This design comes from an exercise in tuning for small area, a short achievable clock period and few clock cycles on the open sky130 flow, not from production work.
Function was checked by simulation only, so behaviour that the tests miss may differ from the original.
Power and IR drop assume default switching activity.

$ cat flow/run.sh
#!/bin/bash
# synth_recipe.tcl (not shown) runs the flow's synth.tcl, then flattens the netlist and writes it again
# the make line also repeats each setting of config.mk as NAME=value (left out here)
make -C /OpenROAD-flow-scripts/flow DESIGN_CONFIG=/design/flow/config.mk WORK_HOME=/design/flow/orfs CLKGATE_MAP_FILE= SYNTH_SCRIPT=/design/flow/synth_recipe.tcl finish
$ cat flow/config.mk
export PLATFORM = sky130hd
export DESIGN_NAME = pft_lzd
export DESIGN_NICKNAME = pft_lzd
export VERILOG_FILES = /design/flow/design.v
export SDC_FILE = /design/flow/constraint.sdc
export NUM_CORES = 8
export LEC_CHECK = 0
export CAP_MARGIN = 20
export CORE_MARGIN = 2
export CORE_UTILIZATION = 35
export SLEW_MARGIN = 20
$ cat flow/constraint.sdc
create_clock -name core_clock -period 12.0 [get_ports {clk}]
set_input_delay 2.4000 -clock core_clock [delete_from_list [all_inputs] [get_ports {clk}]]
set_output_delay 2.4000 -clock core_clock [all_outputs]
set_load 0.01 [all_outputs]
$ cat flow/design.v
module pft_lzd (
    input  wire        clk,
    input  wire        rst,           
    input  wire [7:0]  reg_addr,      
    input  wire        reg_we,
    input  wire [31:0] reg_wdata,
    output reg  [31:0] reg_rdata,
    output wire        irq,
    output reg         buf_en,
    output reg         buf_we,
    output reg  [16:0] buf_addr,
    output reg  [7:0]  buf_wdata,
    input  wire [7:0]  buf_rdata,
    output reg         out_re,
    output reg  [24:0] out_raddr,
    input  wire [7:0]  out_rdata,
    output reg         out_we,
    output reg  [24:0] out_waddr,
    output reg  [7:0]  out_wdata
);
    localparam [31:0] OUT_CAP   = 32'h0200_0000;
    localparam [31:0] BUF_CAP   = 32'h0002_0000;
    localparam [31:0] STREAM_ST = 32'h0000_0200;
    localparam [31:0] SIG_OFF   = 32'h0000_01F6;
    localparam [7:0] F_ALIGN   = 8'd2;
    localparam [7:0] F_OOB     = 8'd3;
    localparam [7:0] F_CSUM    = 8'd4;
    localparam [7:0] F_NOSIG   = 8'd5;
    localparam [7:0] F_OVERSZ  = 8'd6;
    localparam [7:0] F_INCOMPL = 8'd7;
    localparam [7:0] F_ZEROOFF = 8'd8;
    localparam [7:0] F_NOTRL   = 8'd9;
    localparam [7:0] F_OUTCAP  = 8'd10;
    localparam [7:0] F_OFFBEF  = 8'd11;
    localparam [7:0] F_ILLCMD  = 8'd12;
    localparam [5:0]
        S_IDLE    = 6'd0,
        S_CMD     = 6'd1,
        S_CK_LEN  = 6'd2,
        S_CK_RD   = 6'd3,
        S_CK_ACC  = 6'd4,
        S_CK_END  = 6'd5,
        S_SG      = 6'd6,
        S_SG_RD0  = 6'd7,
        S_SG_RD1  = 6'd8,
        S_SG_CHK  = 6'd9,
        S_HD      = 6'd10,
        S_HD_RD0  = 6'd11,
        S_HD_RD1  = 6'd12,
        S_HD_CHK  = 6'd13,
        S_RW      = 6'd14,
        S_RW_RD   = 6'd15,
        S_RW_WR   = 6'd16,
        S_TR_RD0  = 6'd17,
        S_TR_RD1  = 6'd18,
        S_TR_CHK  = 6'd19,
        S_TK      = 6'd20,
        S_TK_M0   = 6'd21,
        S_TK_M1   = 6'd22,
        S_TK_M2   = 6'd23,
        S_TK_T    = 6'd24,
        S_TK_L0   = 6'd25,
        S_TK_L1   = 6'd26,
        S_TK_C0   = 6'd27,
        S_TK_C1   = 6'd28,
        S_TK_C2   = 6'd29,
        S_TK_E0   = 6'd30,
        S_TK_E1   = 6'd31,
        S_TK_CCHK = 6'd32,
        S_TK_CRD  = 6'd33,
        S_TK_CWR  = 6'd34,
        S_TK_END  = 6'd35,
        S_XI      = 6'd36,
        S_XI_RD   = 6'd37,
        S_XI_ACC  = 6'd38,
        S_XI_KEY  = 6'd39,
        S_XC      = 6'd40,
        S_XB_RD   = 6'd41,
        S_XB_WR   = 6'd42,
        S_XB_NEXT = 6'd43;
    reg  [5:0]  state;
    reg  [1:0]  ctrl_op;
    reg         ctrl_endian;
    reg         ctrl_ie;
    reg         st_done;
    reg         st_err;
    reg  [7:0]  err_code;
    reg  [31:0] buf_len;
    reg  [7:0]  model;
    reg  [31:0] xbase, xivoff, xstart, xlen;
    reg  [31:0] ic, oc;
    reg  [31:0] err_in, err_out, err_val;
    reg  [31:0] key [0:31];
    reg  [31:0] bstart;
    reg  [15:0] blen;
    reg  [31:0] bend;
    reg  [15:0] rawn;
    reg  [15:0] mask;
    reg  [15:0] sel;
    reg  [31:0] tp;         
    reg  [15:0] tm;         
    reg  [15:0] ts;         
    reg  [31:0] tt;         
    reg  [31:0] tlen;       
    reg  [10:0] toff;       
    reg  [7:0]  hi;         
    reg  [31:0] cnt;        
    reg  [31:0] sum;        
    reg  [31:0] addr;       
    reg  [7:0]  ivb [0:15];
    wire busy = (state != S_IDLE);
    assign irq = ctrl_ie & (st_done | st_err);
    wire [15:0] rd16     = {hi, buf_rdata};
    reg  [15:0] hd_len;
    reg         hd_oversz;
    always @* begin
        hd_len    = rd16;
        hd_oversz = 1'b0;
        if (rd16 == 16'hE000) begin
            if (model == 8'd1)      hd_len = 16'hC002;
            else if (model == 8'd2) hd_len = 16'h6000;
            else                    hd_oversz = 1'b1;
        end else if (rd16 > 16'h8000) begin
            hd_oversz = 1'b1;
        end
    end
    wire [33:0] hd_b     = {2'b0, ic} + 34'd2;
    wire        hd_nofit = (hd_b + {18'b0, hd_len} + 34'd6) > {2'b0, buf_len};
    wire        hd_raw1  = (model == 8'd1) && (hd_len == 16'hC002);
    wire        hd_raw2  = (model == 8'd2) && (hd_len == 16'h6000);
    reg  [31:0] iv [0:3];
    integer j;
    always @* begin
        for (j = 0; j < 4; j = j + 1) begin
            if (ctrl_endian)
                iv[j] = {ivb[4*j], ivb[4*j+1], ivb[4*j+2], ivb[4*j+3]};
            else
                iv[j] = {ivb[4*j+3], ivb[4*j+2], ivb[4*j+1], ivb[4*j]};
        end
    end
    wire [31:0] tmp0 = iv[0] + ~iv[2];
    wire [31:0] tmp1 = iv[1] + ~iv[3];
    wire [31:0] tmpv [0:3];
    assign tmpv[0] = tmp0;
    assign tmpv[1] = tmp1;
    assign tmpv[2] = ~tmp0;
    assign tmpv[3] = ~tmp1;
    wire [31:0] x_rel   = ic - xbase;
    wire [31:0] x_mword = key[cnt[6:2]] - x_rel;
    reg  [7:0]  x_mbyte;
    always @* begin
        case (ctrl_endian ? ~cnt[1:0] : cnt[1:0])
            2'd0: x_mbyte = x_mword[7:0];
            2'd1: x_mbyte = x_mword[15:8];
            2'd2: x_mbyte = x_mword[23:16];
            default: x_mbyte = x_mword[31:24];
        endcase
    end
    wire [33:0] xi_a   = {2'b0, xbase} + {2'b0, xivoff};
    wire [33:0] xc_s   = {2'b0, xbase} + {2'b0, xstart};
    wire [33:0] xc_end = xc_s + {2'b0, xlen};
    always @* begin
        buf_en    = 1'b0;
        buf_we    = 1'b0;
        buf_addr  = 17'd0;
        buf_wdata = 8'd0;
        out_re    = 1'b0;
        out_raddr = 25'd0;
        out_we    = 1'b0;
        out_waddr = 25'd0;
        out_wdata = 8'd0;
        case (state)
            S_CK_RD: begin buf_en = 1'b1; buf_addr = addr[16:0]; end
            S_SG_RD0: begin buf_en = 1'b1; buf_addr = SIG_OFF[16:0]; end
            S_SG_RD1: begin buf_en = 1'b1; buf_addr = SIG_OFF[16:0] + 17'd1; end
            S_HD_RD0: begin buf_en = 1'b1; buf_addr = ic[16:0]; end
            S_HD_RD1: begin buf_en = 1'b1; buf_addr = ic[16:0] + 17'd1; end
            S_RW_RD:  begin buf_en = 1'b1; buf_addr = bstart[16:0] + cnt[16:0]; end
            S_RW_WR: begin
                out_we    = 1'b1;
                out_waddr = oc[24:0];
                out_wdata = buf_rdata;
            end
            S_TR_RD0: begin buf_en = 1'b1; buf_addr = bend[16:0]; end
            S_TR_RD1: begin buf_en = 1'b1; buf_addr = bend[16:0] + 17'd1; end
            S_TK_M0:  begin buf_en = 1'b1; buf_addr = tp[16:0]; end
            S_TK_M1:  begin buf_en = 1'b1; buf_addr = tp[16:0] + 17'd1; end
            S_TK_L0:  begin buf_en = 1'b1; buf_addr = tp[16:0]; end
            S_TK_L1: begin
                if (oc + 32'd1 <= OUT_CAP) begin
                    out_we    = 1'b1;
                    out_waddr = oc[24:0];
                    out_wdata = buf_rdata;
                end
            end
            S_TK_C0:  begin buf_en = 1'b1; buf_addr = tp[16:0]; end
            S_TK_C1:  begin buf_en = 1'b1; buf_addr = tp[16:0] + 17'd1; end
            S_TK_E0: begin
                if (tp + 32'd1 <= bend) begin
                    buf_en   = 1'b1;
                    buf_addr = tp[16:0];
                end
            end
            S_TK_CRD: begin
                out_re    = 1'b1;
                out_raddr = oc[24:0] - {14'd0, toff};
            end
            S_TK_CWR: begin
                out_we    = 1'b1;
                out_waddr = oc[24:0];
                out_wdata = out_rdata;
            end
            S_XI_RD:  begin buf_en = 1'b1; buf_addr = addr[16:0] + cnt[16:0]; end
            S_XB_RD:  begin buf_en = 1'b1; buf_addr = ic[16:0] + cnt[16:0]; end
            S_XB_WR: begin
                buf_en    = 1'b1;
                buf_we    = 1'b1;
                buf_addr  = ic[16:0] + cnt[16:0];
                buf_wdata = buf_rdata ^ x_mbyte;
            end
            default: ;
        endcase
    end
    always @* begin
        reg_rdata = 32'd0;
        if (reg_addr[7]) begin
            reg_rdata = key[reg_addr[6:2]];
        end else begin
            case (reg_addr[6:2])
                5'h00: reg_rdata = {27'd0, ctrl_ie, ctrl_endian, ctrl_op, 1'b0};
                5'h01: reg_rdata = {16'd0, err_code, 5'd0, st_err, st_done, busy};
                5'h02: reg_rdata = buf_len;
                5'h03: reg_rdata = {24'd0, model};
                5'h04: reg_rdata = xbase;
                5'h05: reg_rdata = xivoff;
                5'h06: reg_rdata = xstart;
                5'h07: reg_rdata = xlen;
                5'h08: reg_rdata = oc;
                5'h09: reg_rdata = ic;
                5'h0A: reg_rdata = err_in;
                5'h0B: reg_rdata = err_out;
                5'h0C: reg_rdata = err_val;
                5'h0D: reg_rdata = OUT_CAP;
                5'h0E: reg_rdata = BUF_CAP;
                default: reg_rdata = 32'd0;
            endcase
        end
    end
    integer k;
    task fault;
        input [7:0]  code;
        input [31:0] fin;
        input [31:0] fval;
        begin
            st_err   <= 1'b1;
            err_code <= code;
            err_in   <= fin;
            err_val  <= fval;
            err_out  <= oc;
            state    <= S_IDLE;
        end
    endtask
    task complete;
        begin
            st_done <= 1'b1;
            state   <= S_IDLE;
        end
    endtask
    always @(posedge clk) begin
        if (rst) begin
            state       <= S_IDLE;
            ctrl_op     <= 2'd0;
            ctrl_endian <= 1'b0;
            ctrl_ie     <= 1'b0;
            st_done     <= 1'b0;
            st_err      <= 1'b0;
            err_code    <= 8'd0;
            buf_len     <= 32'd0;
            model       <= 8'd0;
            xbase       <= 32'd0;
            xivoff      <= 32'd0;
            xstart      <= 32'd0;
            xlen        <= 32'd0;
            ic          <= 32'd0;
            oc          <= 32'd0;
            err_in      <= 32'd0;
            err_out     <= 32'd0;
            err_val     <= 32'd0;
            for (k = 0; k < 32; k = k + 1) key[k] <= 32'd0;
            bstart      <= 32'd0;
            blen        <= 16'd0;
            bend        <= 32'd0;
            rawn        <= 16'd0;
            mask        <= 16'd0;
            sel         <= 16'd0;
            tp          <= 32'd0;
            tm          <= 16'd0;
            ts          <= 16'd0;
            tt          <= 32'd0;
            tlen        <= 32'd0;
            toff        <= 11'd0;
            hi          <= 8'd0;
            cnt         <= 32'd0;
            sum         <= 32'd0;
            addr        <= 32'd0;
            for (k = 0; k < 16; k = k + 1) ivb[k] <= 8'd0;
        end else begin
            if (reg_we) begin
                case (reg_addr)
                    8'h00: begin
                        ctrl_ie <= reg_wdata[4];
                        if (!busy) begin
                            ctrl_op     <= reg_wdata[2:1];
                            ctrl_endian <= reg_wdata[3];
                            if (reg_wdata[0]) begin
                                st_done  <= 1'b0;
                                st_err   <= 1'b0;
                                err_code <= 8'd0;
                                err_in   <= 32'd0;
                                err_out  <= 32'd0;
                                err_val  <= 32'd0;
                                ic       <= 32'd0;
                                oc       <= 32'd0;
                                state    <= S_CMD;
                            end
                        end
                    end
                    8'h04: begin
                        if (reg_wdata[1]) st_done <= 1'b0;
                        if (reg_wdata[2]) begin
                            st_err   <= 1'b0;
                            err_code <= 8'd0;
                        end
                    end
                    8'h08: if (!busy) buf_len <= reg_wdata;
                    8'h0C: if (!busy) model   <= reg_wdata[7:0];
                    8'h10: if (!busy) xbase   <= reg_wdata;
                    8'h14: if (!busy) xivoff  <= reg_wdata;
                    8'h18: if (!busy) xstart  <= reg_wdata;
                    8'h1C: if (!busy) xlen    <= reg_wdata;
                    default: ;
                endcase
            end
            case (state)
                S_IDLE: ;
                S_CMD: begin
                    if (ctrl_op == 2'd3)
                        fault(F_ILLCMD, 32'd0, 32'd3);
                    else if (buf_len > BUF_CAP)
                        fault(F_OOB, buf_len, 32'd0);
                    else if (ctrl_op == 2'd0)
                        state <= S_CK_LEN;
                    else
                        state <= S_XI;
                end
                S_CK_LEN: begin
                    sum  <= 32'd0;
                    addr <= 32'd0;
                    if (buf_len[1:0] != 2'd0)
                        fault(F_CSUM, buf_len, {30'd0, buf_len[1:0]});
                    else if (buf_len == 32'd0)
                        state <= S_CK_END;
                    else
                        state <= S_CK_RD;
                end
                S_CK_RD: state <= S_CK_ACC;
                S_CK_ACC: begin
                    sum  <= sum + ({24'd0, buf_rdata} << {addr[1:0], 3'b000});
                    addr <= addr + 32'd1;
                    if (addr + 32'd1 == buf_len) state <= S_CK_END;
                    else                         state <= S_CK_RD;
                end
                S_CK_END: begin
                    if (sum != 32'd0) fault(F_CSUM, 32'd0, sum);
                    else              state <= S_SG;
                end
                S_SG: begin
                    if (SIG_OFF + 32'd2 > buf_len) fault(F_OOB, SIG_OFF, 32'd2);
                    else                           state <= S_SG_RD0;
                end
                S_SG_RD0: state <= S_SG_RD1;
                S_SG_RD1: begin
                    hi    <= buf_rdata;
                    state <= S_SG_CHK;
                end
                S_SG_CHK: begin
                    if (rd16 == 16'd0) begin
                        fault(F_NOSIG, SIG_OFF, 32'd0);
                    end else begin
                        ic    <= STREAM_ST;
                        state <= S_HD;
                    end
                end
                S_HD: begin
                    if ({2'b0, ic} + 34'd2 > {2'b0, buf_len}) fault(F_OOB, ic, 32'd2);
                    else                                      state <= S_HD_RD0;
                end
                S_HD_RD0: state <= S_HD_RD1;
                S_HD_RD1: begin
                    hi    <= buf_rdata;
                    state <= S_HD_CHK;
                end
                S_HD_CHK: begin
                    if (rd16 == 16'd0) begin
                        ic <= ic + 32'd2;
                        complete();
                    end else if (hd_oversz) begin
                        fault(F_OVERSZ, ic, {16'd0, rd16});
                    end else if (hd_nofit) begin
                        fault(F_INCOMPL, ic, {16'd0, hd_len});
                    end else if (hd_raw1 || hd_raw2) begin
                        bstart <= hd_b[31:0];
                        blen   <= hd_len;
                        ic     <= hd_b[31:0];
                        rawn   <= hd_raw1 ? (hd_len - 16'd2) : hd_len;
                        state  <= S_RW;
                    end else if (hd_len < 16'd2) begin
                        fault(F_NOTRL, ic, {16'd0, hd_len});
                    end else begin
                        bstart <= hd_b[31:0];
                        blen   <= hd_len;
                        ic     <= hd_b[31:0];
                        bend   <= hd_b[31:0] + {16'd0, hd_len} - 32'd2;
                        mask   <= 16'd0;
                        sel    <= 16'd0;
                        state  <= (hd_len == 16'd2) ? S_TR_RD0 : S_TK;
                    end
                end
                S_RW: begin
                    cnt <= 32'd0;
                    if (oc + {16'd0, rawn} > OUT_CAP)
                        fault(F_OUTCAP, bstart, {16'd0, rawn});
                    else
                        state <= S_RW_RD;
                end
                S_RW_RD: state <= S_RW_WR;
                S_RW_WR: begin
                    oc  <= oc + 32'd1;
                    cnt <= cnt + 32'd1;
                    if (cnt + 32'd1 == {16'd0, rawn}) begin
                        ic    <= bstart + {16'd0, blen};
                        state <= S_HD;
                    end else begin
                        state <= S_RW_RD;
                    end
                end
                S_TR_RD0: state <= S_TR_RD1;
                S_TR_RD1: begin
                    hi    <= buf_rdata;
                    state <= S_TR_CHK;
                end
                S_TR_CHK: begin
                    if (rd16 != 16'd0) begin
                        fault(F_NOTRL, bend, {16'd0, rd16});
                    end else begin
                        ic    <= bend + 32'd2;
                        state <= S_HD;
                    end
                end
                S_TK: begin
                    tp <= ic;
                    tm <= mask;
                    ts <= sel;
                    if (sel == 16'd0) begin
                        if (ic + 32'd2 > bend) fault(F_INCOMPL, ic, {16'd0, blen});
                        else                   state <= S_TK_M0;
                    end else begin
                        state <= S_TK_T;
                    end
                end
                S_TK_M0: state <= S_TK_M1;
                S_TK_M1: begin
                    hi    <= buf_rdata;
                    state <= S_TK_M2;
                end
                S_TK_M2: begin
                    tm    <= rd16;
                    ts    <= 16'h8000;
                    tp    <= tp + 32'd2;
                    state <= S_TK_T;
                end
                S_TK_T: begin
                    tt <= tp;
                    if ((tm & ts) == 16'd0) begin
                        if (tp + 32'd1 > bend) fault(F_INCOMPL, tp, {16'd0, blen});
                        else                   state <= S_TK_L0;
                    end else begin
                        if (tp + 32'd2 > bend) fault(F_INCOMPL, tp, {16'd0, blen});
                        else                   state <= S_TK_C0;
                    end
                end
                S_TK_L0: state <= S_TK_L1;
                S_TK_L1: begin
                    if (oc + 32'd1 > OUT_CAP) begin
                        fault(F_OUTCAP, tt, 32'd1);
                    end else begin
                        oc    <= oc + 32'd1;
                        tp    <= tp + 32'd1;
                        state <= S_TK_END;
                    end
                end
                S_TK_C0: state <= S_TK_C1;
                S_TK_C1: begin
                    hi    <= buf_rdata;
                    state <= S_TK_C2;
                end
                S_TK_C2: begin
                    toff <= {hi[7:5], buf_rdata};
                    tlen <= {27'd0, hi[4:0]} + 32'd3;
                    tp   <= tp + 32'd2;
                    if (hi[4:0] == 5'd7) state <= S_TK_E0;
                    else                 state <= S_TK_CCHK;
                end
                S_TK_E0: begin
                    if (tp + 32'd1 > bend) fault(F_INCOMPL, tp, {16'd0, blen});
                    else                   state <= S_TK_E1;
                end
                S_TK_E1: begin
                    tlen <= tlen + {24'd0, buf_rdata};
                    tp   <= tp + 32'd1;
                    if (buf_rdata == 8'hFF) state <= S_TK_E0;
                    else                    state <= S_TK_CCHK;
                end
                S_TK_CCHK: begin
                    cnt <= 32'd0;
                    if (toff == 11'd0)
                        fault(F_ZEROOFF, tt, tlen);
                    else if ({21'd0, toff} > oc)
                        fault(F_OFFBEF, tt, {21'd0, toff});
                    else if (oc + tlen > OUT_CAP)
                        fault(F_OUTCAP, tt, tlen);
                    else
                        state <= S_TK_CRD;
                end
                S_TK_CRD: state <= S_TK_CWR;
                S_TK_CWR: begin
                    oc  <= oc + 32'd1;
                    cnt <= cnt + 32'd1;
                    if (cnt + 32'd1 == tlen) state <= S_TK_END;
                    else                     state <= S_TK_CRD;
                end
                S_TK_END: begin
                    ic    <= tp;
                    mask  <= tm;
                    sel   <= ts >> 1;
                    state <= (tp == bend) ? S_TR_RD0 : S_TK;
                end
                S_XI: begin
                    cnt  <= 32'd0;
                    addr <= xi_a[31:0];
                    if (xi_a + 34'd16 > {2'b0, buf_len}) fault(F_OOB, xi_a[31:0], 32'd16);
                    else                                 state <= S_XI_RD;
                end
                S_XI_RD: state <= S_XI_ACC;
                S_XI_ACC: begin
                    ivb[cnt[3:0]] <= buf_rdata;
                    cnt <= cnt + 32'd1;
                    if (cnt[3:0] == 4'd15) state <= S_XI_KEY;
                    else                   state <= S_XI_RD;
                end
                S_XI_KEY: begin
                    for (k = 0; k < 16; k = k + 1) begin
                        key[(k % 4) + 8 * (k / 4)]     <= tmpv[k % 4] + iv[k / 4] - 32'd1;
                        key[(k % 4) + 8 * (k / 4) + 4] <= tmpv[k % 4] - iv[k / 4] - 32'd1;
                    end
                    if (ctrl_op == 2'd2) complete();
                    else                 state <= S_XC;
                end
                S_XC: begin
                    cnt <= 32'd0;
                    if (xstart[6:0] != 7'd0 || xlen[6:0] != 7'd0) begin
                        fault(F_ALIGN, xstart, xlen);
                    end else if (xlen == 32'd0) begin
                        complete();
                    end else if (xc_end > {2'b0, buf_len}) begin
                        fault(F_OOB, xc_s[31:0], xlen);
                    end else begin
                        ic    <= xc_s[31:0];
                        state <= S_XB_RD;
                    end
                end
                S_XB_RD: state <= S_XB_WR;
                S_XB_WR: begin
                    cnt <= cnt + 32'd1;
                    if (cnt[6:0] == 7'd127) state <= S_XB_NEXT;
                    else                    state <= S_XB_RD;
                end
                S_XB_NEXT: begin
                    cnt <= 32'd0;
                    ic  <= ic + 32'h80;
                    if ({2'b0, ic} + 34'h80 == xc_end) complete();
                    else                               state <= S_XB_RD;
                end
                default: state <= S_IDLE;
            endcase
        end
    end
endmodule
==> metrics.cfg <==
[cells_and_area]
stdcell_count=29953
nets=25234
fillers=52341
drive_above_1_share_pct=7.868
max_flop_register=key
largest_reg_flops=992
top_regs=key: 992 flops, ivb: 128 flops
regArea_sq_um=38080
multi_input_area_sq_um=127800
synthToLayoutAreaGrowth_pct=13.17

[route]
drt-total-wl_um=1187000
via_count=199355
drtIter0Drc=30016
wl_per_cell_um=39.62
ant_nets=0
drc=0
firstDrtPassIters=13
vias_per_cell=6.656

[global_route]
grt_max_degree=215
overflow=0
antenna_found_initial=142
grt_pass1_vias=184367
grtUsageTotal_pct=44.76
grt_pass1_wl_um=1588000

[pwr]
p_leak_nw=77.75
power.internal_mw=14.38
sequentialPowerShare_pct=25.6
p_per_area_nw_per_um2=122.2
p_clk_share_pct=35.6
switchingPower_mw=9.869
p_sw_share_pct=40.70
ir_drop_v=0.0001258
p_comb_share_pct=38.8

[placement]
placed_cells=29368
pre_cts_slack_ps=274.0
dpl.hpwl_um=937100
port_buffers=178
gp_congestion=1.092

[die]
die_area_sq_um=506700
initial_core_util_pct=35.18
num_rows=259
io_pins=179
die_h_um=711.8
die_x_um=711.8
core_area_sq_um=498400

[critical_path]
endpoint=buf_wdata[1]
arrival_ps=9370
cp.required_ps=9600
crit_cells=24
crit_path_end_kind=primary output
crit_path_max_incr_delay_ps=730
reg2reg_slack_ps=1320
critPathBufInv=5
critPathKind=reg -> out
reg2regPathDepth=34
path_max_fanout=25
r2r_end=key[1][31]
crit_path_start_kind=register
crit_family=compound AO/OA/AOI/OAI gates
cpMaxStageDelayCell=buf_4
cp_cell_sequence=nand3_2, nor2_4, buf_4, a221oi_1, nand4_1, o32ai_1, buf_4, fa_1, inv_1, ha_1, a21oi_1, nand2_1, a21oi_1, o211ai_1, a31o_2, o41ai_1, o21ai_0, o41a_1, o21ai_0, a21oi_1, xnor2_2, nor2_2, buf_4, clkdlybuf4s50_1
crit_start=cnt[5]
r2r-start=ctrl_endian

[synthesis]
seq_area_frac_synth_pct=21.71
syn_area_sq_um=175300
syn_area_per_cell_sq_um=7.636
async_reset_ff_share_pct=0
synth-edff-count=128
synth_fp_nets=25211
yosys-top-cells-area=dfxtp_1, ha_1, a21oi_1
synth.distinct_cells=109
ys_warn_count=3
synth_common_cells=nand2_1, a21oi_1, ha_1, nor2_1, dfxtp_1
netlist_instances=22963
synth_top_area_share_pct=19.52
synthFlopType=dfxtp_1
synth_top_area_cell=dfxtp_1
synth.ff_latch_count=1838
post-synth-top-count-cell=nand2_1

[timing]
layout_min_cycle_time_ps=11770
tightest_slew_ps=1377
setup_violations=0
fin_crit_sh_pct=98.05
maxSlewHeadroom_pct=7.382
drv_slew=0
hold_viol_final=0
setup_ws_ps=234.5
fin_tns_setup_ps=0
fin_worst_skew_ps=95.58
max_freq_mhz=84.99
hold_slack_ps=452.3
rsz0062_at_grt=false

[hold_path]
hp-class=reg -> reg

[job]
maxCapViolCount=0

[clocking]
postCtsResizedCells=0
cts_tree=yes
cts.sinks=1838
cts.clk_slew.worst_paths_ps=60
cts_setup_buffers=0
cts.htree.levels=5
root_buffer=clkbuf_16
clk_path_buf_depth=4
cts_made_buffers=262
clk_latency_ps=1030
cts_hold_buffers=0

[outcome]
status=timing/DRC/antenna clean

-- worst reg2reg max path, delay by kind of cell (launching register included) --
kind | cells | cell delay (ps)
AND/OR/NAND/NOR | 4 | 1120
adder cells (fa/ha/maj) | 4 | 1700
flip-flops | 1 | 810
buffers and inverters | 7 | 1600
multiplexers | 1 | 330
XOR/XNOR | 2 | 920
AO/OA/AOI/OAI | 16 | 4040
-- worst min path at each step --
stage              from  endpoint  slack [ps]  cells after the start
2_1_floorplan    tt[29]    tt[29]         430                      2
3_3_place_gp   xlen[20]  xlen[20]         440                      2
3_5_place_dp   xlen[17]  xlen[17]         450                      2
4_1_cts        xlen[20]  xlen[20]         450                      2
5_1_grt        xlen[20]  xlen[20]         470                      2
6_report       xlen[20]  xlen[20]         450                      2
-- routing by layer --
metal,global-route usage (%),wire length (um)
met1,52.25,430800
met2,64.57,479000
met3,16.61,150400
met4,38.27,126000
met5,0.08484,506
-- area by class of cell --
type	count	share of cell area (%)
inverters	1555	2.943
diodes	116	0.1463
well taps	6655	4.196
flip-flops and latches	1838	19.19
repair buffers	1108	4.580
clock inverters	105	0.7566
clock buffers	355	3.776
multi-input cells	18221	64.41
-- logic make-up (layout without fill, tap and decap cells) --
| logic type | count (synthesis) | after routing | synth area share, % |
|---|---|---|---|
| other | 0 | 116 | 0 |
| flip-flops | 1838 | 1838 | 21.71 |
| adder cells (fa/ha/maj) | 2189 | 2189 | 16.95 |
| XOR/XNOR | 1545 | 1545 | 7.765 |
| multiplexers | 313 | 313 | 1.849 |
| buffers and inverters | 2904 | 3123 | 6.225 |
| AND/OR/NAND/NOR | 7128 | 7128 | 18.68 |
| AO/OA/AOI/OAI | 7046 | 7046 | 26.82 |
-- power groups by stage --
stage	clock network, mW	registers (mW)	logic, mW
2_1_floorplan	0	6.33	5.65
3_3_place_gp	0	6.33	8.99
3_5_place_dp	0	6.33	9.01
4_1_cts	8.62	6.20	9.07
5_1_grt	8.84	6.20	9.88
6_report	8.63	6.20	9.42
-- cells in the final DEF, fill, tap and decap left out, types with 338 or more instances in the layout --
cell,n
a21o_1,338
nand4_1,342
dfxtp_1,1706
xnor2_1,1172
ha_1,1879
a22o_1,346
a22oi_1,570
o21ai_0,1017
a211oi_1,468
inv_1,1535
a221oi_1,444
buf_4,902
nor2_1,1742
nand3_1,553
nand2_1,2529
xor2_1,354
nor3_1,551
a21oi_1,2096
-- through the flow --
stage | cell area [sq um] | power, mW | utilization, %
after floorplan | 175300 | 11.97 | -
after global placement | 188700 | 15.32 | 37.87
after detailed placement | 188900 | 15.34 | 37.90
after CTS | 197900 | 23.89 | 39.70
after global routing | 198200 | 24.92 | 39.76
final | 198400 | 24.25 | 39.81
Testbench counts, summed over its fixed seeds: cycles 856,009.

==> separate check: timing with driven ports <==
In the flow no input, the clock included, has a driving cell. The finished layout below was timed again as built, in two steps. Step 1, drivers: a clkbuf_16 drives clk and a buf_2 each remaining input, both assumed. Step 2 times the ports against the registers' clock, not the clock port: input delays grow and output delays shrink by t, the midpoint of the rising clock arrivals with the driver on. a / b / c = ideal ports / drivers / drivers and shift; a / b = the first two.
t, ns: 1.115
setup slack, ns: 0.234 / 0.107 / 0.070
latest minus earliest clock arrival (ns): 0.097 / 0.097
After both steps setup and hold are still met in this run. For this run, drivers alone change the setup slack by -0.127 ns; drivers and shift together by -0.164 ns.
